Source: an optimization exercise on an open RTL-to-GDS flow (aim: small area, a short achievable clock period and few clock cycles). Production flows keep margins and buffers that such runs may drop.
RTL that was checked went through simulation tests only; none was proved equivalent to the original.
For runs 1 to 3, only the layout was checked, not whether the RTL still works.
Power is estimated from default activity; no workload was simulated.

--- flow/design.v ---
module bfi_decoder (
    input  wire         clk,
    input  wire         rst,
    input  wire         req_valid,
    output wire         req_ready,
    input  wire [7:0]   req_cmd,
    input  wire [15:0]  req_len,
    input  wire [39:0]  req_fields,
    input  wire [4:0]   req_p,
    input  wire [127:0] req_widths,
    input  wire [15:0]  req_n,
    input  wire [63:0]  req_ts,
    output wire         mem_req,
    output wire [15:0]  mem_addr,
    input  wire         mem_gnt,
    input  wire [7:0]   mem_rdata,
    output wire         ang_valid,
    input  wire         ang_ready,
    output wire [15:0]  ang_data,
    output reg          resp_valid,
    output reg  [3:0]   resp_status,
    output reg  [63:0]  resp_data,
    output reg  [4:0]   resp_p,
    output reg  [15:0]  resp_n,
    output wire [127:0] resp_widths,
    output reg  [5:0]   resp_dtn,
    output reg  [23:0]  err_required,
    output wire [18:0]  err_available,
    output reg  [7:0]   err_given,
    output wire [3:0]   err_allowed
);
    localparam [2:0] S_IDLE = 3'd0;
    localparam [2:0] S_HDR  = 3'd1;    
    localparam [2:0] S_LOOK = 3'd2;    
    localparam [2:0] S_SCAN = 3'd3;    
    localparam [2:0] S_MUL  = 3'd4;    
    localparam [2:0] S_CMP  = 3'd5;    
    localparam [2:0] S_STRM = 3'd6;    
    reg [2:0]  state;
    reg        pv;           
    reg        d_bw, d_hdr, d_res, d_ext, d_frm, d_short;
    reg [1:0]  d_arg;
    reg [1:0]  d_bwop;       
    wire [3:0] c_op  = req_cmd[3:0];
    wire [1:0] c_arg = req_cmd[5:4];
    wire       c_rsv = (req_cmd[7:6] == 2'b00);
    wire       c_low = (c_op == 4'd1) || (c_op == 4'd2) || (c_op == 4'd3);
    wire       c_hi  = (c_arg == 2'b00) && c_rsv;
    wire idle   = (state == S_IDLE);
    wire accept = idle && pv;
    wire done;
    assign req_ready = accept;
    always @(posedge clk) begin
        if (rst)
            pv <= 1'b0;
        else
            pv <= req_valid && !accept && (idle || done);
        if (idle || done) begin
            d_bw    <= c_rsv && c_low;
            d_hdr   <= c_hi && (c_op == 4'd4);
            d_res   <= c_hi && (c_op == 4'd5);
            d_ext   <= c_hi && (c_op == 4'd6);
            d_frm   <= c_hi && (c_op == 4'd7);
            d_short <= (req_len[15:3] == 13'd0) && (req_len[2:0] < 3'd5);
            d_arg   <= c_arg;
            d_bwop  <= c_op[1:0];
        end
    end
    reg [63:0] data;         
    reg [63:0] wd;           
    reg [4:0]  pp;           
    reg [15:0] nn;           
    reg [5:0]  dtn;
    reg [15:0] lim;          
    reg [23:0] rem;          
    reg [7:0]  given;
    reg [3:0]  status;
    reg [3:0]  fi;           
    reg [31:0] win;          
    reg [5:0]  off;          
    reg        fl;           
    reg [15:0] ptr;          
    reg        big;          
    reg        av;
    reg [8:0]  ad;
    reg [3:0]  wc;           
    reg        hb4;          
    reg        room_r, need_r, pf_r;
    always @(*) begin
        resp_status  = status;
        resp_data    = data;
        resp_p       = pp;
        resp_n       = nn;
        resp_dtn     = dtn;
        err_required = rem;
        err_given    = given;
    end
    genvar gi;
    generate
        for (gi = 0; gi < 16; gi = gi + 1) begin : g_rw
            assign resp_widths[8*gi +: 8] = {4'd0, wd[4*gi +: 4]};
        end
    endgenerate
    assign err_available = {lim, 3'b000};
    assign err_allowed   = (status == 4'd2) ? 4'd9 : 4'd0;
    assign ang_valid = av;
    assign ang_data  = {7'd0, ad};
    assign mem_addr  = ptr;
    wire [2:0] f_nc  = win[18:16];
    wire [2:0] f_nr  = win[21:19];
    wire [1:0] f_bw  = win[23:22];
    wire       f_grp = win[24];
    wire       f_cb  = win[25];
    wire [1:0] f_ft  = win[27:26];
    reg        lk_ok;
    reg [3:0]  lk_phi, lk_psi;
    reg [4:0]  lk_p;
    reg [11:0] lk_sym;
    reg [15:0] lk_n;
    reg [7:0]  lk_sum;
    reg [47:0] lk_w;
    reg [3:0]  lk_half;
    integer k;
    always @(*) begin
        case ({f_cb, f_ft[0]})
            2'b00:   begin lk_phi = 4'd4; lk_psi = 4'd2; end
            2'b01:   begin lk_phi = 4'd7; lk_psi = 4'd5; end
            2'b10:   begin lk_phi = 4'd6; lk_psi = 4'd4; end
            default: begin lk_phi = 4'd9; lk_psi = 4'd7; end
        endcase
        lk_ok  = !f_ft[1];
        lk_p   = 5'd0;
        lk_sym = 12'd0;
        case ({f_nr, f_nc})
            {3'd1, 3'd0},
            {3'd1, 3'd2}: begin lk_p = 5'd2;  lk_sym = 12'b000000000010; end
            {3'd2, 3'd0}: begin lk_p = 5'd4;  lk_sym = 12'b000000001100; end
            {3'd2, 3'd1},
            {3'd2, 3'd2}: begin lk_p = 5'd6;  lk_sym = 12'b000000101100; end
            {3'd3, 3'd0}: begin lk_p = 5'd6;  lk_sym = 12'b000000111000; end
            {3'd3, 3'd1}: begin lk_p = 5'd10; lk_sym = 12'b001100111000; end
            {3'd3, 3'd2},
            {3'd3, 3'd3}: begin lk_p = 5'd12; lk_sym = 12'b101100111000; end
            default:      lk_ok = 1'b0;
        endcase
        case ({f_grp, f_bw})
            3'b000: lk_n = 16'd64;
            3'b001: lk_n = 16'd122;
            3'b010: lk_n = 16'd250;
            3'b011: lk_n = 16'd500;
            3'b100: lk_n = 16'd50;
            3'b101: lk_n = 16'd32;
            3'b110: lk_n = 16'd64;
            default: lk_n = 16'd160;
        endcase
        case ({f_cb, f_ft[0]})
            2'b00:   lk_half = 4'd3;
            2'b01:   lk_half = 4'd6;
            2'b10:   lk_half = 4'd5;
            default: lk_half = 4'd8;
        endcase
        lk_sum = lk_p * lk_half;
        lk_w = 48'd0;
        for (k = 0; k < 12; k = k + 1)
            if (k < lk_p)
                lk_w[4*k +: 4] = lk_sym[k] ? lk_psi : lk_phi;
    end
    wire s_hdr  = (state == S_HDR);
    wire s_scan = (state == S_SCAN);
    wire s_pre  = (state == S_MUL) || (state == S_CMP);
    wire s_strm = (state == S_STRM);
    wire [3:0]  wm     = wd[4*fi +: 4];                  
    wire [3:0]  hi     = fi[0] ? data[7:4] : data[3:0];
    wire        bad    = (hi != 4'd0) || (wm == 4'd0) || (wm > 4'd9);
    wire        last_f = ({1'b0, fi} + 5'd1 == pp) || (fi == 4'd15);
    wire [3:0]  nxt    = last_f ? 4'd0 : fi + 4'd1;
    wire        cap    = fl && !hb4 && (s_pre || s_strm);
    wire [6:0]  off_w  = {1'b0, off} + {3'd0, wc};
    wire        fits   = (off_w <= 7'd32);
    wire        more   = (rem != 24'd0);
    wire        take   = !av || ang_ready;
    wire        produce = s_strm && more && fits && take;
    assign      done   = s_strm && !more && take;
    wire [31:0] shv    = win >> off[4:0];
    wire [8:0]  mask   = (9'd1 << wc) - 9'd1;
    wire [8:0]  fval   = shv[8:0] & mask;
    wire [5:0]  off_c  = cap ? off - 6'd8 : off;
    wire [5:0]  off_cw = cap ? off + {2'd0, wc} - 6'd8 : off + {2'd0, wc};
    wire [5:0]  u      = (6'd32 - off) + (cap ? 6'd8 : 6'd0);
    wire [5:0]  uw     = u - {2'd0, wc};
    wire        g      = mreq && mem_gnt;
    wire        room_n = g ? (produce ? (uw <= 6'd16) : (u <= 6'd16))
                           : (produce ? (uw <= 6'd24) : (u <= 6'd24));
    wire        need_n = g ? ((rem[23:6] != 18'd0) || (rem[5:0] > u + 6'd8))
                           : ((rem[23:6] != 18'd0) || (rem[5:0] > u));
    wire        pf_n   = g ? (u < 6'd8) : (u < 6'd16);
    wire [15:0] lim_m7 = (lim >= 16'd7) ? lim - 16'd7 : 16'd0;
    wire [16:0] macc   = {1'b0, rem[23:8]} + (rem[0] ? {1'b0, nn} : 17'd0);
    wire        t_big  = (rem > {5'd0, lim, 3'b000});
    wire        b4q    = d_frm && (ptr[3:0] == 4'd4);    
    reg mreq;
    always @(*) begin
        mreq = 1'b0;
        if (s_hdr)
            mreq = d_hdr ? (ptr[2:0] != 3'd5) : (ptr[2:0] != 3'd4);
        else if (s_pre)
            mreq = b4q || (room_r && (big || pf_r));
        else if (s_strm)
            mreq = room_r && need_r;
    end
    assign mem_req = mreq;
    reg [63:0] himap;
    reg [63:0] lomap;
    integer m;
    always @(*) begin
        for (m = 0; m < 16; m = m + 1) begin
            himap[4*m +: 4] = req_widths[8*m+4 +: 4];
            lomap[4*m +: 4] = req_widths[8*m +: 4];
        end
    end
    reg [63:0] bwc;
    always @(*) begin
        case ({d_bwop, d_arg})
            4'b01_00: bwc = 64'd0;
            4'b01_01: bwc = 64'd1;
            4'b01_10: bwc = 64'd2;
            4'b01_11: bwc = 64'd3;
            4'b10_00: bwc = 64'd20;
            4'b10_01: bwc = 64'd40;
            4'b10_10: bwc = 64'd80;
            4'b10_11: bwc = 64'd160;
            4'b11_00: bwc = 64'd20000000;
            4'b11_01: bwc = 64'd40000000;
            4'b11_10: bwc = 64'd80000000;
            default:  bwc = 64'd160000000;
        endcase
    end
    always @(posedge clk) begin
        if (rst) begin
            state      <= S_IDLE;
            resp_valid <= 1'b0;
            av         <= 1'b0;
            fl         <= 1'b0;
            hb4        <= 1'b0;
        end else begin
            fl     <= g;
            hb4    <= s_pre && b4q && mem_gnt;
            room_r <= room_n;
            need_r <= need_n;
            pf_r   <= pf_n;
            if (mreq && mem_gnt) begin
                if (d_frm && ptr[15:3] == 13'd0 && ptr[2:0] == 3'd1)
                    ptr <= 16'd3;
                else if (d_frm && ptr[15:3] == 13'd0 && ptr[2:0] == 3'd4)
                    ptr <= 16'd7;
                else
                    ptr <= ptr + 16'd1;
            end
            if (cap)
                win <= {mem_rdata, win[31:8]};
            if (av && ang_ready)
                av <= 1'b0;
            if (hb4)
                dtn[5:2] <= mem_rdata[3:0];
            case (state)
            S_IDLE: begin
                if (accept) begin
                    resp_valid <= 1'b0;
                    data   <= (d_frm && !d_short) ? req_ts :
                              d_ext ? himap :
                              d_bw ? bwc : 64'd0;
                    wd     <= d_ext ? lomap : 64'd0;
                    pp     <= d_ext ? req_p : 5'd0;
                    nn     <= d_ext ? req_n : 16'd0;
                    dtn    <= 6'd0;
                    lim    <= (d_hdr || d_frm || d_ext) ? req_len : 16'd0;
                    rem    <= ((d_hdr || d_frm) && d_short) ? 24'd40 : 24'd0;
                    given  <= 8'd0;
                    fi     <= 4'd0;
                    off    <= 6'd32;
                    ptr    <= 16'd0;
                    if (d_res)
                        win[31:16] <= req_fields[15:0];
                    if (d_bw) begin
                        status     <= 4'd0;
                        resp_valid <= 1'b1;
                    end else if (d_hdr || d_frm) begin
                        if (d_short) begin
                            status     <= 4'd1;
                            resp_valid <= 1'b1;
                        end else begin
                            status <= 4'd0;
                            state  <= S_HDR;
                        end
                    end else if (d_res) begin
                        status <= 4'd0;
                        state  <= S_LOOK;
                    end else if (d_ext) begin
                        status <= 4'd0;
                        state  <= S_SCAN;
                    end else begin
                        status     <= 4'd15;
                        resp_valid <= 1'b1;
                    end
                end
            end
            S_HDR: begin
                if (fl) begin
                    if (d_hdr)
                        data[39:0] <= {mem_rdata, data[39:8]};
                    else if (ptr[2:0] == 3'd1 || ptr[2:0] == 3'd3)
                        win <= {mem_rdata, win[31:8]};
                    else if (ptr[2:0] == 3'd4)
                        dtn[1:0] <= mem_rdata[7:6];
                end
                if (d_hdr) begin
                    if (fl && ptr[2:0] == 3'd5) begin
                        lim        <= 16'd0;
                        resp_valid <= 1'b1;
                        state      <= S_IDLE;
                    end
                end else if (ptr[2:0] == 3'd4) begin
                    off <= 6'd32;
                    fi  <= 4'd0;
                    big <= (lim_m7[15:2] != 14'd0);
                    if (!lk_ok) begin
                        status     <= 4'd4;
                        data       <= 64'd0;
                        dtn        <= 6'd0;
                        lim        <= 16'd0;
                        resp_valid <= 1'b1;
                        state      <= S_IDLE;
                    end else if (lim_m7[15:1] == 15'd0) begin
                        status     <= 4'd1;
                        rem        <= 24'd16;
                        lim        <= lim_m7;
                        data       <= 64'd0;
                        dtn        <= 6'd0;
                        resp_valid <= 1'b1;
                        state      <= S_IDLE;
                    end else begin
                        pp    <= lk_p;
                        nn    <= lk_n;
                        wd    <= {16'd0, lk_w};
                        rem   <= {16'd0, lk_sum};
                        lim   <= lim_m7;
                        state <= S_MUL;
                    end
                end
            end
            S_LOOK: begin
                if (lk_ok) begin
                    pp <= lk_p;
                    nn <= lk_n;
                    wd <= {16'd0, lk_w};
                end else begin
                    status <= 4'd4;
                end
                resp_valid <= 1'b1;
                state      <= S_IDLE;
            end
            S_SCAN: begin
                big <= (lim[15:2] != 14'd0);
                if (pp != 5'd0 && bad) begin
                    status     <= 4'd2;
                    given      <= {hi, wm};
                    rem        <= 24'd0;
                    pp         <= 5'd0;
                    nn         <= 16'd0;
                    wd         <= 64'd0;
                    data       <= 64'd0;
                    lim        <= 16'd0;
                    resp_valid <= 1'b1;
                    state      <= S_IDLE;
                end else if (pp == 5'd0 || last_f) begin
                    if (lim[15:1] == 15'd0) begin
                        status     <= 4'd1;
                        rem        <= 24'd16;
                        pp         <= 5'd0;
                        nn         <= 16'd0;
                        wd         <= 64'd0;
                        data       <= 64'd0;
                        resp_valid <= 1'b1;
                        state      <= S_IDLE;
                    end else begin
                        if (pp != 5'd0)
                            rem <= rem + {20'd0, wm};
                        data  <= 64'd0;
                        fi    <= 4'd0;
                        state <= S_MUL;
                    end
                end else begin
                    rem <= rem + {20'd0, wm};
                    fi  <= fi + 4'd1;
                    if (fi[0])
                        data <= {8'd0, data[63:8]};
                end
            end
            S_MUL: begin
                rem <= {macc, rem[7:1]};
                fi  <= fi + 4'd1;
                if (fi[2:0] == 3'd7) begin
                    fi    <= 4'd0;
                    state <= S_CMP;
                end
            end
            S_CMP: begin
                if (b4q) begin
                end else if (t_big) begin
                    status     <= 4'd1;
                    pp         <= 5'd0;
                    nn         <= 16'd0;
                    wd         <= 64'd0;
                    data       <= 64'd0;
                    dtn        <= 6'd0;
                    resp_valid <= 1'b1;
                    state      <= S_IDLE;
                end else begin
                    lim   <= 16'd0;
                    wc    <= wm;
                    fi    <= nxt;
                    state <= S_STRM;
                end
            end
            S_STRM: begin
                if (produce) begin
                    ad  <= fval;
                    av  <= 1'b1;
                    rem <= rem - {20'd0, wc};
                    wc  <= wm;
                    fi  <= nxt;
                end
                if (done) begin
                    wd         <= 64'd0;
                    resp_valid <= 1'b1;
                    state      <= S_IDLE;
                end
            end
            default: state <= S_IDLE;
            endcase
            if (accept || (state == S_HDR && d_frm && ptr[2:0] == 3'd4))
                off <= 6'd32;
            else
                off <= produce ? off_cw : off_c;
        end
    end
endmodule
--- flow/constraint.sdc ---
create_clock -name core_clock -period 15.0 [get_ports {clk}]
set_input_delay 3.0000 -clock core_clock [delete_from_list [all_inputs] [get_ports {clk}]]
set_output_delay 3.0000 -clock core_clock [all_outputs]
set_load 0.01 [all_outputs]
--- flow/run.sh ---
#!/bin/bash
# synth_recipe.tcl (not shown) runs the flow's synth.tcl, then flattens the netlist and writes it again
# the make line also repeats each setting of config.mk as NAME=value (left out here)
make -C /OpenROAD-flow-scripts/flow DESIGN_CONFIG=/design/flow/config.mk WORK_HOME=/design/flow/orfs CLKGATE_MAP_FILE= SYNTH_SCRIPT=/design/flow/synth_recipe.tcl finish
--- flow/config.mk ---
export PLATFORM = sky130hd
export DESIGN_NAME = bfi_decoder
export DESIGN_NICKNAME = bfi_decoder
export VERILOG_FILES = /design/flow/design.v
export SDC_FILE = /design/flow/constraint.sdc
export NUM_CORES = 4
export LEC_CHECK = 0
export CAP_MARGIN = 20
export CORE_MARGIN = 2
export CORE_UTILIZATION = 40
export SLEW_MARGIN = 20
==> summary.txt, run 1 <==
* Hold WC Path Type: reg2reg
* Metal1 wirelength at 34000 um
* Post-Syn Area at 22000 um^2
* Layout cells sized above 1 at under 10%
* Max Cap Viol at 0
* Setup crit start: state[0]$_SDFFE_PP0P_
* Sequential cell area fraction in the yosys report at 42.4%
* DR DRC count at 0
* Post-CTS setup buffers at 0
* Met3 routed WL at 6250 um
* GPL Wtd Cong at 0.929
* Max-slew violation count at 0
* Crit path time final at 6120 ps
* FILL cells at 4913
* Final hold violations at 0
* Root buf cell: clkbuf_16
* CP required at 12000 ps
* Initial antenna violation count at 7
* Outcome: complete, no violations
* F_max at 163 MHz
* Fin crit share at 40.8%
* Worst EP arrival at 3120 ps
* Placed insts at 3343
* Least-Margin Pin Slew at 1360 ps
* Post-layout util at 53.0%
* Total wire length at 82500 um
* Main synth FF type: edfxtp_1
* Slew headroom at 8.57%
* Drt initial violations at 1851
* Setup CP Type: reg2out
* Final ANT Viol Nets at 0
* Post-CTS Resized at 0
* Slowest-stage cell, CP: nor3b_1
* Final setup violation count at 0
* CTS H-tree depth at 2
* Largest stage delay on the critical path at 940 ps
* PortBufs at around 500
* Drt via density at 5.77
* Origin of the critical flop-to-flop path: fi[0]$_SDFFCE_PN0P_
* Vias in the first global route at 19.2k
* # IOs at 604
* Initial Util at 40.6%
* Crit-path leading delay family: simple AND/OR/NAND/NOR gates
* Fin cells at between 3k and 4k
* Worst setup EP type: output port
* Hold slack at ~560 ps
* Cts bufs inserted at 40
* Nets at 3077
* Die Y at 238 um
* CTS tree: done
* Core box area at 54100 um^2
* Pwr dens at 171 nW/um^2
* Reg2reg setup slack at 9660 ps
* First drt pass iteration count at 8
* Highest Signal Layer: met5
* Die W at 238 um
* Pleak at 10.9 nW
* Dpl hpwl at 63300 um
* CP cell instances: buf_4 -> nor3b_1 -> nand4_1 -> o31a_1 -> clkdlybuf4s50_1
* Commonest non-fill, non-tap cell in the layout: clkdlybuf4s50_1
* Grt ovf at 0
* Final Instance Area at about 29000 um^2
* Synth warnings at 1
* Crit start category: flop
* Area Overhead vs Synth at 30.6%
* Clock tree buffer depth at 3
* DP Area at 27400 um^2
* Buf/Inv on CP at 2
* Peak supply drop at approximately 96 uV
* Synth async-reset ratio at 0%
* Metal2 WL at 40200 um
* Reg clk slew, reported paths at roughly 60 ps
* Row cnt at 85
* Highest fanout seen on the critical path at 26
* Worst Skew at approximately 14 ps
* Post-route setup TNS at 0 ps
* RSZ-0062 raised after global routing: false
* Mean area per synthesized cell at 9.79 um^2
* Wire per inst at 24.1 um
* Most frequent cells in the layout: clkdlybuf4s50_1 (503), edfxtp_1 (292), nand2_1 (221)
* Number of distinct library cells after synthesis at 88
* Hold_sp: data[60]$_SDFFCE_PN0P_
* Num Clock Sinks at 320
* Total GRT Usage at 28.0%
* First-pass GRT wire length at between 100000 and 150000 um
* Via Count at around 20k
* Register bit total from synthesis at 320
* Die area at between 50000 and 60000 um^2
* Post-synth EDFFs at about 290
* Post-cts hold buffer count at 0
* Worst-skew pair later-pin latency at between 500 and 600 ps
* Syn Inst Count at ~2.2k
* Pin count of the biggest net entering global routing at 90
==> tightest hold or removal path, delay by kind of cell, from the launching register on <==
kind               cells  cell delay, ps
AOI/OAI and AO/OA      1              60
and+or+nand+nor        1              50
DFF                    1             350
==> synthesized netlist by cell type (all sizes together), types with 14 or more instances <==
cell / number / area [um^2]
edfxtp: 292 / 8770
nand2: 221 / 830
nor2: 179 / 672
o21ai: 162 / 811
a21oi: 159 / 807
clkbuf: 108 / 405
buf: 104 / 733
inv: 94 / 353
ha: 91 / 1140
nor3: 63 / 320
nand3: 57 / 290
xnor2: 57 / 499
and3: 54 / 338
xor2: 49 / 429
mux4: 42 / 946
and2: 39 / 244
mux2i: 39 / 394
a21o: 37 / 278
a221o: 32 / 320
dfxtp: 28 / 561
a221oi: 27 / 243
a222oi: 24 / 240
nor4: 23 / 174
nor2b: 22 / 145
mux2: 20 / 229
nand2b: 18 / 113
a211oi: 17 / 128
nand4: 17 / 106
o21a: 14 / 106
==> path summary, 6_finish.rpt <==
kind | to | depth (start not counted)
hold reg to reg | data[52]$_DFFE_PP_ | 2
setup / recovery | mem_req | 5
setup reg to reg | wd[56]$_SDFFCE_PP0P_ | 12
hold / removal | data[52]$_DFFE_PP_ | 2
==> routing by layer <==
metal  GRT usage (%)  vias to the layer above
li1                -                     9100
met1            36.3                     9741
met2            47.5                      771
met3            6.13                      114
met4            6.97                       10
met5               0                        -
==> cells by family after synthesis <==
logic type | after synthesis | synth area share (%)
flip-flops | 320 | 42.4
adder cells (fa/ha/maj) | 100 | 5.91
AND/OR/NAND/NOR | 757 | 17.0
XOR/XNOR | 107 | 4.33
buffers and inverters | 308 | 6.82
other | 1 | 0.0171
AO/OA/AOI/OAI | 552 | 16.3
multiplexers | 101 | 7.14
==> sequential cells by signal, summed over array words and instances, names as in the netlist, 5 cells and up <==
signal,flops
given,8
ad,9
bwc,20
wd,64
rem,24
win,32
ptr,16
pp,5
data,64
nn,16
dtn,6
lim,16
off,6
==> stage by stage <==
stage / total power, W / worst slack (ps)
floorplan: 0.00290 / 6530
global placement: 0.00386 / 9060
detailed placement: 0.00389 / 9000
CTS: 0.00491 / 8900
global route: 0.00518 / 8750
finish: 0.00492 / 8880
==> cell type report <==
| type | count | area [um^2] | area share, % |
|---|---|---|---|
| Antenna cell | 2 | 5.00 | 0.0174 |
| Clock buffer | 50 | 1050 | 3.65 |
| Clock inverter | 23 | 279 | 0.972 |
| Inverter | 96 | 360 | 1.25 |
| Multi-Input combinational cell | 1693 | 11500 | 40.1 |
| Sequential cell | 320 | 9330 | 32.5 |
| Tap cell | 696 | 871 | 3.03 |
| Timing Repair Buffer | 538 | 5300 | 18.4 |
==> power breakdown <==
part	total, W	switching [W]	internal (W)
Clock	0.00101	0.000404	0.000601
Combinational	0.00223	0.00124	0.000991
Sequential	0.00168	0.000328	0.00135
==> inputs of run 2 (changes only) <==
--- a/flow/config.mk
+++ b/flow/config.mk
@@ -9,3 +9,3 @@
 export CORE_MARGIN = 2
-export CORE_UTILIZATION = 40
+export CORE_UTILIZATION = 65
 export SLEW_MARGIN = 20
==> run 2 against run 1 <==
Against the previous run:
- maximum frequency is 1.4% higher
- setup slack better by 82 ps
- routed wire length is 2.0% higher
- hold slack worse by 1.3 ps
- power is 0.61% higher
- utilization is 31 points higher
- synthesized area stayed put
- critical path type unchanged
==> summary.txt, run 2 <==
* CTS tree: done
* Crit path time final at 6040 ps (-81.8 ps)
* DR DRC count at 0 (unchanged)
* Origin of the critical flop-to-flop path: fi[1]$_SDFFCE_PN0P_
* # IOs at 604 (unchanged)
* Post-CTS setup buffers at 0 (unchanged)
* Die area at 35300 um^2 (-38%)
* Least-Margin Pin Slew at 1200 ps (-162 ps)
* Mean area per synthesized cell at 9.79 um^2 (unchanged)
* Worst Skew at 11.2 ps (-2.38 ps)
* Busiest grt layer: met2
* Max Cap Viol at 0 (unchanged)
* CP Capture Point: mem_req
* Register bit total from synthesis at 320 (unchanged)
* Post-route setup TNS at 0 ps (unchanged)
* Layout cells sized above 1 at 7.52% (+0.056 points)
* Post-Syn Area at 22000 um^2 (unchanged)
* Peak supply drop at 134 uV (+39%)
* Sequential cell area fraction in the yosys report at 42.4% (unchanged)
* Pleak at 10.9 nW (-0.66%)
* Post-CTS Resized at 0 (unchanged)
* Routing usage on met2 at 71.8% (+24 points)
* Row cnt at 67 (-21%)
* Crit-path leading delay family: simple AND/OR/NAND/NOR gates
* Total wire length at 84200 um (+2.0%)
* Final Instance Area at 28300 um^2 (-1.6%)
* XOR/XNOR Fraction of Synth Area at 4.33% (unchanged)
* Post-synth EDFFs at 292 (unchanged)
* Commonest non-fill, non-tap cell in the layout: clkdlybuf4s50_1
* Area leader, netlist: edfxtp_1
* M3 GR Usage at 11.5% (+5.4 points)
* Num Clock Sinks at 320 (unchanged)
* Reg2reg setup slack at 9780 ps (+120 ps)
* Hold slack at 562 ps (-1.31 ps)
* Outcome: complete, no violations
* Max-slew violation count at 0 (unchanged)
* Most frequent cells in the layout: clkdlybuf4s50_1 (503), edfxtp_1 (292), nand2_1 (221)
* Synth Area in Simple Gates at 17.0% (unchanged)
* Worst EP arrival at 3040 ps (-80 ps)
* Hold_sp: data[53]$_DFFE_PP_
* Reg clk slew, reported paths at 70 ps (about the same)
* Post-layout util at 84.5% (+31 points)
* Number of distinct library cells after synthesis at 88 (unchanged)
* Syn Inst Count at 2246 (unchanged)
* Worst-skew pair later-pin latency at 550 ps (-20 ps)
* Most frequent cells after synthesis: edfxtp_1 (292), nand2_1 (221), nor2_1 (179), a21oi_1 (158), o21ai_0 (157)
* Synth Area in Compound Gates at 16.3% (unchanged)
* Dpl hpwl at 62100 um (-2.0%)
* RSZ-0062 raised after global routing: false
* Synth async-reset ratio at 0% (unchanged)
* Adder-cell share of the synthesized area at 5.91% (unchanged)
* Post-synth top area share at 39.9% (unchanged)
* First drt pass iteration count at 7 (-1)
* Die W at 188 um (-21%)
* Clock tree buffer depth at 3 (unchanged)
* Top cells by area, synth: edfxtp_1 (40%), ha_1 (5.2%), mux4_2 (4.3%)
* First-pass GRT wire length at 123000 um (+2.1%)
* Worst setup EP type: output port
* Root buf cell: clkbuf_16
* Worst path depth at 5 (unchanged)
* GR Layer Usage met1 at 59.5% (+23 points)
* Regs by FF count: data x64, wd x64, win x32
* Total GRT Usage at 45.8% (+18 points)
* DP Area at 27000 um^2 (-1.2%)
* Nets at 3073 (-0.13%)
* Largest family of logic cells by synthesized area: simple AND/OR/NAND/NOR gates
* CP cell instances: buf_4 -> nor3b_1 -> nand4_1 -> o31a_1 -> clkdlybuf4s50_1
* F_max at 166 MHz (+1.4%)
* Wire per inst at 26.6 um (+10%)
* Grt ovf at 0 (unchanged)
* Buf/Inv on CP at 2 (unchanged)
* R2R Path End: data[48]$_DFFE_PP_
* CTS H-tree depth at 2 (unchanged)
* GPL Wtd Cong at 0.966 (+4.0%)
* Crit start category: flop
* Final Total Pwr at 0.00495 W (+0.61%)
* Initial Util at 65.7% (+25 points)
* Main synth FF type: edfxtp_1
* Die Y at 188 um (-21%)
* Initial antenna violation count at 4 (-3)
* Vias in the first global route at 20.2k (+5.3%)
* Slew headroom at 19.5% (+11 points)
* Setup crit start: state[0]$_SDFFE_PP0P_
* Final hold violations at 0 (unchanged)
* Synth warnings at 1 (unchanged)
* Pwr dens at 175 nW/um^2 (+2.2%)
* Post-cts hold buffer count at 0 (unchanged)
* Cts bufs inserted at 37 (-7.5%)
* Via Count at 21.9k (+11%)
* Multiplexer share of the synthesized area at 7.14% (unchanged)
* Fin crit share at 40.2% (-0.55 points)
* Largest stage delay on the critical path at 820 ps (-120 ps)
* Reg2reg path depth at 10 (-2)
* Final ANT Viol Nets at 0 (unchanged)
* Most common cell in the netlist: edfxtp_1
* Drt initial violations at 3414 (+84%)
* Final setup violation count at 0 (unchanged)
* Core box area at 33400 um^2 (-38%)
* Setup CP Type: reg2out
* Area Overhead vs Synth at 28.6%
* CP required at 12000 ps (about the same)
* Hold WC Path Type: reg2reg
* Slowest-stage cell, CP: nor3b_1
* PortBufs at 503 (unchanged)
* Highest fanout seen on the critical path at 26 (unchanged)
* Drt via density at 6.93 (+20%)
* Pin count of the biggest net entering global routing at 90 (unchanged)
==> run 2: final cells by class <==
type	instances	area (um^2)
multi-input combinational	1693	11500
sequential	320	9330
timing repair buffer	537	5300
fill	1811	5180
clock buffer	46	1010
tap	448	561
inverter	96	363
clock inverter	21	198
antenna	1	2.50
==> run 2: metrics by stage <==
stage          instances  setup slack [ps]
3_5_place_dp        3093              8760
4_1_cts             3160              9090
6_report            3162              8960
2_1_floorplan       2321              6530
5_1_grt             3162              8900
3_3_place_gp        3093              8880
==> run 2: per-layer routing <==
layer	routed length, um	share of wire [%]	up-vias
li1	-	-	9067
met1	28400	34	10200
met2	37400	44	2209
met3	12500	15	436
met4	5830	6.9	2
met5	12	0.014	-
==> run 2: power breakdown <==
group | switching, W | leakage, nW | internal (W)
clock | 0.000407 | 0.581 | 0.000520
combinational | 0.00132 | 7.28 | 0.000996
sequential | 0.000344 | 3.01 | 0.00136
==> run 2: worst min-delay path by stage <==
stage / end / slack [ps] / depth (start not counted)
after floorplan: av$_SDFF_PP0_ / 540 / 2
after global placement: data[44]$_DFFE_PP_ / 530 / 2
after detailed placement: data[55]$_DFFE_PP_ / 540 / 2
after CTS: data[55]$_DFFE_PP_ / 560 / 2
after global routing: data[45]$_DFFE_PP_ / 600 / 2
final: data[45]$_DFFE_PP_ / 560 / 2
==> run 2: kinds of logic (layout without fill, tap and decap cells) <==
group / count (synthesis) / count (layout)
adders and majority gates: 100 / 100
other: 1 / 77
and+or+nand+nor: 757 / 757
AOI/OAI and AO/OA: 552 / 552
DFF: 320 / 320
xor gates and xnor gates: 107 / 107
buffers and inverters: 308 / 700
muxes: 101 / 101
==> run 2: worst min-delay path, stage by stage, from the launching register on <==
cell      delay, ps
edfxtp_1        350
nand2_1          50
o21ai_0          60
==> inputs of run 3 (changes only) <==
==> flow/flow/run.sh (new file) <==
#!/bin/bash
# Standard ORFS layout, with timing repair aimed past the 15 ns clock:
# repair_timing keeps working until the setup slack reaches the margin.
set -euo pipefail
bash standard.sh SETUP_SLACK_MARGIN=${MARGIN:-10} finish > standard.log 2>&1
==> flow/standard.sh (new file) <==
#!/bin/bash
# synth_recipe.tcl (not shown) runs the flow's synth.tcl, then flattens the netlist and writes it again
# the make line also repeats each setting of config.mk as NAME=value (left out here)
make -C /OpenROAD-flow-scripts/flow DESIGN_CONFIG=/design/flow/config.mk WORK_HOME=/design/flow/orfs CLKGATE_MAP_FILE= SYNTH_SCRIPT=/design/flow/synth_recipe.tcl "${@:-finish}"
--- a/flow/config.mk
+++ b/flow/config.mk
@@ -9,3 +9,3 @@
 export CORE_MARGIN = 2
-export CORE_UTILIZATION = 65
+export CORE_UTILIZATION = 40
 export SLEW_MARGIN = 20
removed: flow/run.sh
==> run 3 against run 2 <==
Against the previous run:
- setup slack better by 1000 ps
- clock power up 9%
- combinational power down 2%
- count of clock-buffer cells in the layout up 6
- still clean on timing, DRC and antenna
- final area up 2.4%
- synthesized cell count unchanged
==> summary.txt, run 3 <==
* Top cells by area, synth: edfxtp_1 (40%), ha_1 (5.2%), mux4_2 (4.3%)
* Final ANT Viol Nets at 0 (unchanged)
* F_max at 199 MHz (+20%)
* Pin count of the biggest net entering global routing at 89 (-1.1%)
* Die Y at 238 um (+27%)
* Synth Area in Simple Gates at 17.0% (unchanged)
* Wire per inst at 24.4 um (-8.2%)
* Post-route setup TNS at 0 ps (unchanged)
* RSZ-0062 raised after global routing: true
* Crit start category: flop
* Hold WC Path Type: reg2reg
* Outcome: complete, no violations
* Vias in the first global route at 19.3k (-4.4%)
* Drt via density at 5.82 (-16%)
* Worst EP arrival at 2040 ps (-1000 ps)
* Number of distinct library cells after synthesis at 88 (unchanged)
* Die area at 56900 um^2 (+61%)
* Total wire length at 83700 um (-0.49%)
* Register bit total from synthesis at 320 (unchanged)
* Max-slew violation count at 0 (unchanged)
* Multiplexer share of the synthesized area at 7.14% (unchanged)
* Cts bufs inserted at 39 (+5.4%)
* Crit path time final at 5040 ps (-1000 ps)
* Post-synth top area share at 39.9% (unchanged)
* Row cnt at 85 (+27%)
* Synth Area in Compound Gates at 16.3% (unchanged)
* Nets at 3090 (+0.55%)
* Setup CP Type: reg2out
* Final Total Pwr at 0.00497 W (+0.38%)
* Highest fanout seen on the critical path at 4 (-85%)
* Die W at 238 um (+27%)
* Least-Margin Pin Slew at 1240 ps (+41.6 ps)
* Most common cell in the netlist: edfxtp_1
* Adder-cell share of the synthesized area at 5.91% (unchanged)
* CTS tree: done
* Most frequent cells after synthesis: edfxtp_1 (292), nand2_1 (221), nor2_1 (179), a21oi_1 (158), o21ai_0 (157)
* CP required at 12000 ps (about the same)
* XOR/XNOR Fraction of Synth Area at 4.33% (unchanged)
* Via Count at 20.0k (-8.9%)
* Post-Syn Area at 22000 um^2 (unchanged)
* Max Cap Viol at 0 (unchanged)
* Num Clock Sinks at 320 (unchanged)
* Dpl hpwl at 63600 um (+2.4%)
* Post-synth EDFFs at 292 (unchanged)
* Final hold violations at 0 (unchanged)
* Initial Util at 40.6% (-25 points)
* Worst-skew pair later-pin latency at 560 ps (about the same)
* Most frequent cells in the layout: clkdlybuf4s50_1 (499), edfxtp_1 (292), nand2_1 (220)
* Root buf cell: clkbuf_16
* Final setup violation count at 0 (unchanged)
* Worst setup EP type: output port
* Initial antenna violation count at 4 (unchanged)
* Largest family of logic cells by synthesized area: simple AND/OR/NAND/NOR gates
* Drt initial violations at 1772 (-48%)
* Pleak at 11.0 nW (+1.7%)
* Pwr dens at 172 nW/um^2 (-1.9%)
* Synth warnings at 1 (unchanged)
* Commonest non-fill, non-tap cell in the layout: clkdlybuf4s50_1
* Worst Skew at 17.2 ps (+6.04 ps)
* Total GRT Usage at 28.4% (-17 points)
* DR DRC count at 0 (unchanged)
* Layout cells sized above 1 at 8.60% (+1.1 points)
* Area leader, netlist: edfxtp_1
* Sequential cell area fraction in the yosys report at 42.4% (unchanged)
* Reg clk slew, reported paths at 60 ps (about the same)
* Syn Inst Count at 2246 (unchanged)
* CTS H-tree depth at 2 (unchanged)
* First drt pass iteration count at 8 (+1)
* Peak supply drop at 77.9 uV (-42%)
* First-pass GRT wire length at 123000 um (-0.34%)
* Main synth FF type: edfxtp_1
* PortBufs at 503 (unchanged)
* Core box area at 54100 um^2 (+62%)
* Grt ovf at 0 (unchanged)
* Area Overhead vs Synth at 31.6%
* # IOs at 604 (unchanged)
* Slew headroom at 16.7% (-2.8 points)
* GPL Wtd Cong at 0.937 (-3.0%)
* Mean area per synthesized cell at 9.79 um^2 (unchanged)
* Clock tree buffer depth at 3 (unchanged)
* Synth async-reset ratio at 0% (unchanged)
* Fin crit share at 33.6% (-6.7 points)
* Regs by FF count: data x64, wd x64, win x32
## run 3: cell counts after synthesis
Identical to the previous run, type by type.
## run 3: worst paths after layout
kind	from	slack, ps	cells after the start	to
setup / recovery	ptr[1]$_DFFE_PN_	9960	6	mem_req
hold / removal	av$_SDFF_PP0_	550	2	av$_SDFF_PP0_
setup reg to reg	fi[0]$_SDFFCE_PN0P_	10180	12	wd[62]$_SDFFCE_PP0P_
hold reg to reg	av$_SDFF_PP0_	550	2	av$_SDFF_PP0_
## run 3: power breakdown
part	internal, W	switching (W)	leakage (nW)	total, W
Sequential	0.00135	0.000323	3.01	0.00168
Clock	0.000604	0.000401	0.648	0.00101
Combinational	0.00102	0.00126	7.39	0.00228
Total	0.00298	0.00199	11.0	0.00497
## run 3: cell families after synthesis
group	count (synthesis)
AOI/OAI and AO/OA	552
xor gates and xnor gates	107
adders and majority gates	100
muxes	101
and+or+nand+nor	757
DFF	320
buffers and inverters	308
other	1
## run 3: critical path, stage by stage (launching register included)
cell	delay, ps
edfxtp_1	380
inv_2	80
ha_4	170
and4b_2	220
and3_4	180
o31a_1	310
buf_6	140
## run 3: stage by stage
step | utilization, % | cell area (um^2) | cells | hold WS, ps | setup slack [ps]
final | 53.5 | 28900 | 3428 | 552 | 9960
after global routing | 53.5 | 28900 | 3428 | 562 | 9890
after CTS | 53.3 | 28900 | 3424 | 551 | 9910
after detailed placement | 50.6 | 27400 | 3343 | 542 | 8960
after global placement | 50.6 | 27400 | 3342 | 533 | 9010
after floorplan | - | 22300 | 2321 | 525 | 9460
## run 3: final cells by class
class,instances,area [um^2]
clock inverters,18,255
flip-flops and latches,320,9330
inverters,96,364
multi-input cells,1694,11600
clock buffers,52,1070
repair buffers,551,5440
fillers,4846,25200
well taps,696,871
diodes,1,2.50
## run 3: per-layer routing
layer,up-vias,track usage (%),share of wire [%]
met3,120,6.40,8.1
met5,-,0,0.049
met1,9814,36.8,41
met4,6,7.50,2.6
li1,9120,-,-
met2,896,48.1,49
## run 3: timing repair
action | in CTS | in global routing
hold buffers | 0 | 0
pin swaps | 2 | 3
resized for setup | 25 | 13
setup endpoints to repair | 97 | 94
gates cloned | 1 | 0
setup buffers | 10 | 3
==> inputs of run 4 (changes only) <==
--- a/flow/design.v
+++ b/flow/design.v
@@ -85,5 +85,2 @@
     reg [8:0]  ad;
-    reg [3:0]  wc;           
-    reg        hb4;          
-    reg        room_r, need_r, pf_r;
     always @(*) begin
@@ -97,6 +94,6 @@
     end
-    genvar gi;
+    genvar g;
     generate
-        for (gi = 0; gi < 16; gi = gi + 1) begin : g_rw
-            assign resp_widths[8*gi +: 8] = {4'd0, wd[4*gi +: 4]};
+        for (g = 0; g < 16; g = g + 1) begin : g_rw
+            assign resp_widths[8*g +: 8] = {4'd0, wd[4*g +: 4]};
         end
@@ -167,31 +164,20 @@
     end
-    wire s_hdr  = (state == S_HDR);
-    wire s_scan = (state == S_SCAN);
-    wire s_pre  = (state == S_MUL) || (state == S_CMP);
-    wire s_strm = (state == S_STRM);
-    wire [3:0]  wm     = wd[4*fi +: 4];                  
+    wire [3:0]  w      = wd[4*fi +: 4];
     wire [3:0]  hi     = fi[0] ? data[7:4] : data[3:0];
-    wire        bad    = (hi != 4'd0) || (wm == 4'd0) || (wm > 4'd9);
+    wire        bad    = (hi != 4'd0) || (w == 4'd0) || (w > 4'd9);
     wire        last_f = ({1'b0, fi} + 5'd1 == pp) || (fi == 4'd15);
-    wire [3:0]  nxt    = last_f ? 4'd0 : fi + 4'd1;
-    wire        cap    = fl && !hb4 && (s_pre || s_strm);
-    wire [6:0]  off_w  = {1'b0, off} + {3'd0, wc};
+    wire [5:0]  vbits  = 6'd32 - off;                 
+    wire [5:0]  vq     = vbits + {2'b00, fl, 3'b000};   
+    wire        room   = (vq <= 6'd24);
+    wire        need   = (rem[23:6] != 18'd0) || (rem[5:0] > vq);
+    wire        pf_ok  = big || (vq < 6'd16);
+    wire [6:0]  off_w  = {1'b0, off} + {3'd0, w};
     wire        fits   = (off_w <= 7'd32);
     wire        more   = (rem != 24'd0);
-    wire        take   = !av || ang_ready;
-    wire        produce = s_strm && more && fits && take;
-    assign      done   = s_strm && !more && take;
+    wire        can    = (state == S_STRM) && more && fits;
+    wire        produce = can && (!av || ang_ready);
+    assign      done   = (state == S_STRM) && !more && (!av || ang_ready);
     wire [31:0] shv    = win >> off[4:0];
-    wire [8:0]  mask   = (9'd1 << wc) - 9'd1;
+    wire [8:0]  mask   = (9'd1 << w) - 9'd1;
     wire [8:0]  fval   = shv[8:0] & mask;
-    wire [5:0]  off_c  = cap ? off - 6'd8 : off;
-    wire [5:0]  off_cw = cap ? off + {2'd0, wc} - 6'd8 : off + {2'd0, wc};
-    wire [5:0]  u      = (6'd32 - off) + (cap ? 6'd8 : 6'd0);
-    wire [5:0]  uw     = u - {2'd0, wc};
-    wire        g      = mreq && mem_gnt;
-    wire        room_n = g ? (produce ? (uw <= 6'd16) : (u <= 6'd16))
-                           : (produce ? (uw <= 6'd24) : (u <= 6'd24));
-    wire        need_n = g ? ((rem[23:6] != 18'd0) || (rem[5:0] > u + 6'd8))
-                           : ((rem[23:6] != 18'd0) || (rem[5:0] > u));
-    wire        pf_n   = g ? (u < 6'd8) : (u < 6'd16);
     wire [15:0] lim_m7 = (lim >= 16'd7) ? lim - 16'd7 : 16'd0;
@@ -199,3 +185,4 @@
     wire        t_big  = (rem > {5'd0, lim, 3'b000});
-    wire        b4q    = d_frm && (ptr[3:0] == 4'd4);    
+    wire        hdr_b4 = d_frm && fl && (ptr == 16'd7);
+    wire        cap    = fl && !hdr_b4 && ((state == S_MUL) || (state == S_CMP) || (state == S_STRM));
     reg mreq;
@@ -203,8 +190,9 @@
         mreq = 1'b0;
-        if (s_hdr)
-            mreq = d_hdr ? (ptr[2:0] != 3'd5) : (ptr[2:0] != 3'd4);
-        else if (s_pre)
-            mreq = b4q || (room_r && (big || pf_r));
-        else if (s_strm)
-            mreq = room_r && need_r;
+        case (state)
+        S_HDR:  mreq = d_hdr ? (ptr[2:0] != 3'd5) : (ptr[2:0] != 3'd4);
+        S_MUL,
+        S_CMP:  mreq = (d_frm && ptr[2:0] == 3'd4 && ptr[15:3] == 13'd0) || (ptr[2:0] != 3'd4 || ptr[15:3] != 13'd0 || !d_frm) && room && pf_ok;
+        S_STRM: mreq = room && need;
+        default: mreq = 1'b0;
+        endcase
     end
@@ -243,9 +231,4 @@
             fl         <= 1'b0;
-            hb4        <= 1'b0;
         end else begin
-            fl     <= g;
-            hb4    <= s_pre && b4q && mem_gnt;
-            room_r <= room_n;
-            need_r <= need_n;
-            pf_r   <= pf_n;
+            fl <= mreq && mem_gnt;
             if (mreq && mem_gnt) begin
@@ -262,3 +245,3 @@
                 av <= 1'b0;
-            if (hb4)
+            if (hdr_b4)
                 dtn[5:2] <= mem_rdata[3:0];
@@ -365,3 +348,3 @@
                     status     <= 4'd2;
-                    given      <= {hi, wm};
+                    given      <= {hi, w};
                     rem        <= 24'd0;
@@ -386,3 +369,3 @@
                         if (pp != 5'd0)
-                            rem <= rem + {20'd0, wm};
+                            rem <= rem + {20'd0, w};
                         data  <= 64'd0;
@@ -392,3 +375,3 @@
                 end else begin
-                    rem <= rem + {20'd0, wm};
+                    rem <= rem + {20'd0, w};
                     fi  <= fi + 4'd1;
@@ -407,3 +390,3 @@
             S_CMP: begin
-                if (b4q) begin
+                if (d_frm && ptr == 16'd4) begin
                 end else if (t_big) begin
@@ -419,4 +402,2 @@
                     lim   <= 16'd0;
-                    wc    <= wm;
-                    fi    <= nxt;
                     state <= S_STRM;
@@ -428,5 +409,4 @@
                     av  <= 1'b1;
-                    rem <= rem - {20'd0, wc};
-                    wc  <= wm;
-                    fi  <= nxt;
+                    rem <= rem - {20'd0, w};
+                    fi  <= last_f ? 4'd0 : fi + 4'd1;
                 end
@@ -443,3 +423,3 @@
             else
-                off <= produce ? off_cw : off_c;
+                off <= off + (produce ? w : 4'd0) - (cap ? 6'd8 : 6'd0);
         end
==> flow/run.sh (new file) <==
#!/bin/bash
# synth_recipe.tcl (not shown) runs the flow's synth.tcl, then flattens the netlist and writes it again
# the make line also repeats each setting of config.mk as NAME=value (left out here)
make -C /OpenROAD-flow-scripts/flow DESIGN_CONFIG=/design/flow/config.mk WORK_HOME=/design/flow/orfs CLKGATE_MAP_FILE= SYNTH_SCRIPT=/design/flow/synth_recipe.tcl finish
removed: flow/flow/run.sh
removed: flow/standard.sh
==> run 4 against run 3 <==
Against the previous run:
- clock power is 9% lower
- sequential share of layout area up 0.27 points
- global-route usage fell by 1.3 points
- clock skew rose by 4.7 ps
- synthesized area fell by 2.7%
- largest cell class unchanged
- largest power group unchanged
==> summary.txt, run 4 <==
* Grt ovf at 0 (unchanged)
* Mean area per synthesized cell at 9.76 um^2 (-0.35%)
* Clock tree buffer depth at 3 (unchanged)
* Via Count at 19.3k (-3.2%)
* Nets at 3016 (-2.4%)
* Most common cell in the netlist: edfxtp_1
* Initial antenna violation count at 3 (-1)
* Most frequent cells after synthesis: edfxtp_1 (285), nand2_1 (202), nor2_1 (174), a21oi_1 (149), o21ai_0 (141)
* Area Overhead vs Synth at 30.9%
* Reg clk slew, reported paths at 60 ps (about the same)
* Area leader, netlist: edfxtp_1
* # IOs at 604 (unchanged)
* R2R Path End: off[5]$_SDFFCE_PP1N_
* Num Clock Sinks at 312 (-2.5%)
* Main synth FF type: edfxtp_1
* Reg2reg path depth at 22 (+10)
* Post-CTS Resized at 0 (-100%)
* Dpl hpwl at 59300 um (-6.8%)
* Sequential cell area fraction in the yosys report at 42.5% (+0.12 points)
* Reg2reg setup slack at 8620 ps (-1560 ps)
* Wire per inst at 23.4 um (-4.3%)
* Worst setup EP type: output port
* Max Cap Viol at 0 (unchanged)
* Hold-critical path depth at 2 (unchanged)
* Number of distinct library cells after synthesis at 89 (+1.1%)
* Die area at 55300 um^2 (-2.7%)
* PortBufs at 503 (unchanged)
* Least-Margin Pin Slew at 1040 ps (-203 ps)
* Post-cts hold buffer count at 0 (unchanged)
* Post-synth EDFFs at 285 (-2.4%)
* Crit start category: flop
* Hold_sp: data[61]$_SDFFCE_PN0P_
* Crit path time final at 7990 ps (+2950 ps)
* Pre-CTS setup slack at 7620 ps (-1340 ps)
* Top cells by area, synth: edfxtp_1 (40%), ha_1 (5.0%), nand2_1 (3.5%)
* Layout cells sized above 1 at 7.07% (-1.5 points)
* Core box area at 52800 um^2 (-2.5%)
* Pwr dens at 140 nW/um^2 (-19%)
* GPL Wtd Cong at 0.925 (-1.2%)
* Worst setup margin at 7010 ps (-2950 ps)
* Highest fanout seen on the critical path at 16 (+12)
* Fin cells at 3350 (-2.3%)
* CP required at 12000 ps (about the same)
* DR DRC count at 0 (unchanged)
* Worst-skew pair later-pin latency at 560 ps (about the same)
* Worst EP arrival at 4990 ps (+2950 ps)
* CTS H-tree depth at 2 (unchanged)
* First-pass GRT wire length at 116000 um (-5.1%)
* Register bit total from synthesis at 312 (-2.5%)
* Final Instance Area at 28000 um^2 (-3.3%)
* Synth async-reset ratio at 0% (unchanged)
* Largest stage delay on the critical path at 800 ps (+420 ps)
* Placed insts at 3280 (-1.9%)
* Hold WC Path Type: reg2reg
* Cts bufs inserted at 39 (unchanged)
* Row cnt at 84 (-1.2%)
* Outcome: complete, no violations
* Fin crit share at 53.2% (+20 points)
* Syn Inst Count at 2192 (-2.4%)
* First drt pass iteration count at 6 (-2)
* Worst Skew at 21.9 ps (+4.71 ps)
* Final setup violation count at 0 (unchanged)
* Post-synth top area share at 40.0% (+0.14 points)
* Vias in the first global route at 18.9k (-2.0%)
* Min-Delay Endpoint: data[53]$_DFFE_PP_
* F_max at 125 MHz (-37%)
* Total GRT Usage at 27.2% (-1.3 points)
* CTS tree: done
* Die W at 235 um (-1.4%)
* Post-route setup TNS at 0 ps (unchanged)
* Pleak at 10.7 nW (-2.8%)
* Drt initial violations at 1419 (-20%)
* Final hold violations at 0 (unchanged)
* Root buf cell: clkbuf_16
* Final ANT Viol Nets at 0 (unchanged)
* Synth warnings at 1 (unchanged)
* Total wire length at 78300 um (-6.5%)
* Slew headroom at 30.7% (+14 points)
* Die Y at 235 um (-1.4%)
* Post-Syn Area at 21400 um^2 (-2.7%)
* Initial Util at 40.5% (-0.086 points)
* CP cell instances: inv_1 -> ha_1 -> nor4b_1 -> o21ai_0 -> xnor2_1 -> inv_1 -> ha_1 -> nand4_1 -> a21oi_1 -> a211oi_1 -> o21ai_0 -> o2bb2ai_1 -> buf_4 -> clkdlybuf4s50_1
* Max-slew violation count at 0 (unchanged)
* Peak supply drop at 74.4 uV (-4.5%)
* Regs by FF count: data x64, wd x64, win x32
* Slowest-stage cell, CP: edfxtp_1
* Post-CTS setup buffers at 0 (-10)
* Drt via density at 5.77 (-0.96%)
* DP Area at 26800 um^2 (-2.3%)
* Pin count of the biggest net entering global routing at 67 (-25%)
* Commonest non-fill, non-tap cell in the layout: clkdlybuf4s50_1
* FILL cells at 4864 (+0.37%)
* Origin of the critical flop-to-flop path: fi[0]$_SDFFCE_PN0P_
* RSZ-0062 raised after global routing: false
* Most frequent cells in the layout: clkdlybuf4s50_1 (503), edfxtp_1 (285), nand2_1 (202)
* Setup CP Type: reg2out
-- run 4: stage by stage --
stage	utilization [%]	hold WS, ps	total power [W]
after CTS	53.0	559	0.00392
after global placement	50.7	541	0.00297
final	53.1	560	0.00391
after detailed placement	50.7	542	0.00299
after floorplan	-	512	0.00234
after global routing	53.1	585	0.00412
-- run 4: layout make-up --
type                       count  area [um^2]  area share, %
tap                          688          861           3.08
clock buffer                  49         1030           3.69
clock inverter                20          188          0.670
multi-input combinational   1642        11100           39.8
antenna                        1         2.50        0.00894
sequential                   312         9100           32.5
timing repair buffer         536         5280           18.9
inverter                     102          399           1.43
-- run 4: critical path, delay by kind of cell (launching register included) --
kind / cells / cell delay, ps
xor+xnor: 1 / 260
compound gates: 5 / 760
buf+inv: 4 / 1430
simple gates: 2 / 340
flops: 1 / 800
fa+ha+maj: 2 / 830
-- run 4: cell families after synthesis --
logic type      synth area share [%]
fa+ha+maj                       5.69
other cells                   0.0175
buf+inv                         7.11
flops                           42.5
xor+xnor                        3.22
mux                             6.98
compound gates                  18.2
simple gates                    16.2
-- run 4: per-layer routing --
metal	track usage, %	share of wire [%]	wire (um)	up-vias
met5	0	0.034	27	-
met4	8.78	3.2	2500	4
met3	5.64	7.3	5750	121
met2	46.9	49	38200	845
met1	34.0	41	31900	9412
li1	-	-	-	8932
-- run 4: power breakdown --
group,switching (W),total (W),leakage (nW),internal [W]
clock network,0.000380,0.000920,0.591,0.000540
registers,0.000199,0.00139,2.95,0.00119
logic,0.000890,0.00159,7.20,0.000703
total,0.00147,0.00391,10.7,0.00244
-- run 4: worst max path at each step --
stage                    startpoint         endpoint  depth (start not counted)  slack, ps
2_1_floorplan                   rst  wd[0]$_DFFE_PP_                          3       6310
3_3_place_gp   off[3]$_SDFFCE_PP0N_          mem_req                         14       7580
3_5_place_dp   off[3]$_SDFFCE_PP0N_          mem_req                         14       7620
4_1_cts        off[3]$_SDFFCE_PP0N_          mem_req                         14       7000
5_1_grt        off[3]$_SDFFCE_PP0N_          mem_req                         14       6540
6_report       off[3]$_SDFFCE_PP0N_          mem_req                         14       7010
Testbench counts of run 4, summed over its fixed seeds: cycles 66,096.

## what the ideal ports hide
No port has a modelled driver above. Below, the same layouts with a new extraction and two added sets of constraints.
Step 1 (the two cells are an assumption about what drives the block):
set clk [get_ports {clk}]
set_driving_cell -lib_cell sky130_fd_sc_hd__clkbuf_16 $clk
set_driving_cell -lib_cell sky130_fd_sc_hd__buf_2 [delete_from_list [all_inputs] $clk]
Step 2 adds t to the input delays and takes it off the output delays; t is the mean of the earliest and latest rising clock arrival at the registers after step 1. Input paths then give back, and output paths get back, about the clock's delay inside the block.
Three values: no drivers, after step 1, after step 2; two values: the first two.
| run | t (ns) | setup WS [ns] | hold slack, ns | worst setup path after step 2 | worst slew at a driven data input, ns |
|---|---|---|---|---|---|
| run 1 | 0.631 | 8.882 / 8.815 / 9.099 | 0.564 / 0.564 / 0.564 | input to register | 0.11 |
| run 2 | 0.599 | 8.964 / 8.904 / 8.599 | 0.562 / 0.562 / 0.562 | input to register | 0.09 |
| run 3 | 0.619 | 9.964 / 9.898 / 9.359 | 0.552 / 0.552 / 0.552 | input to register | 0.12 |
| run 4 | 0.601 | 7.013 / 6.958 / 7.558 | 0.560 / 0.560 / 0.560 | register to output | 0.13 |
After both steps every run listed still meets setup and hold. For run 3, which loses most, drivers alone change the setup slack by -0.066 ns; drivers and shift together by -0.605 ns.
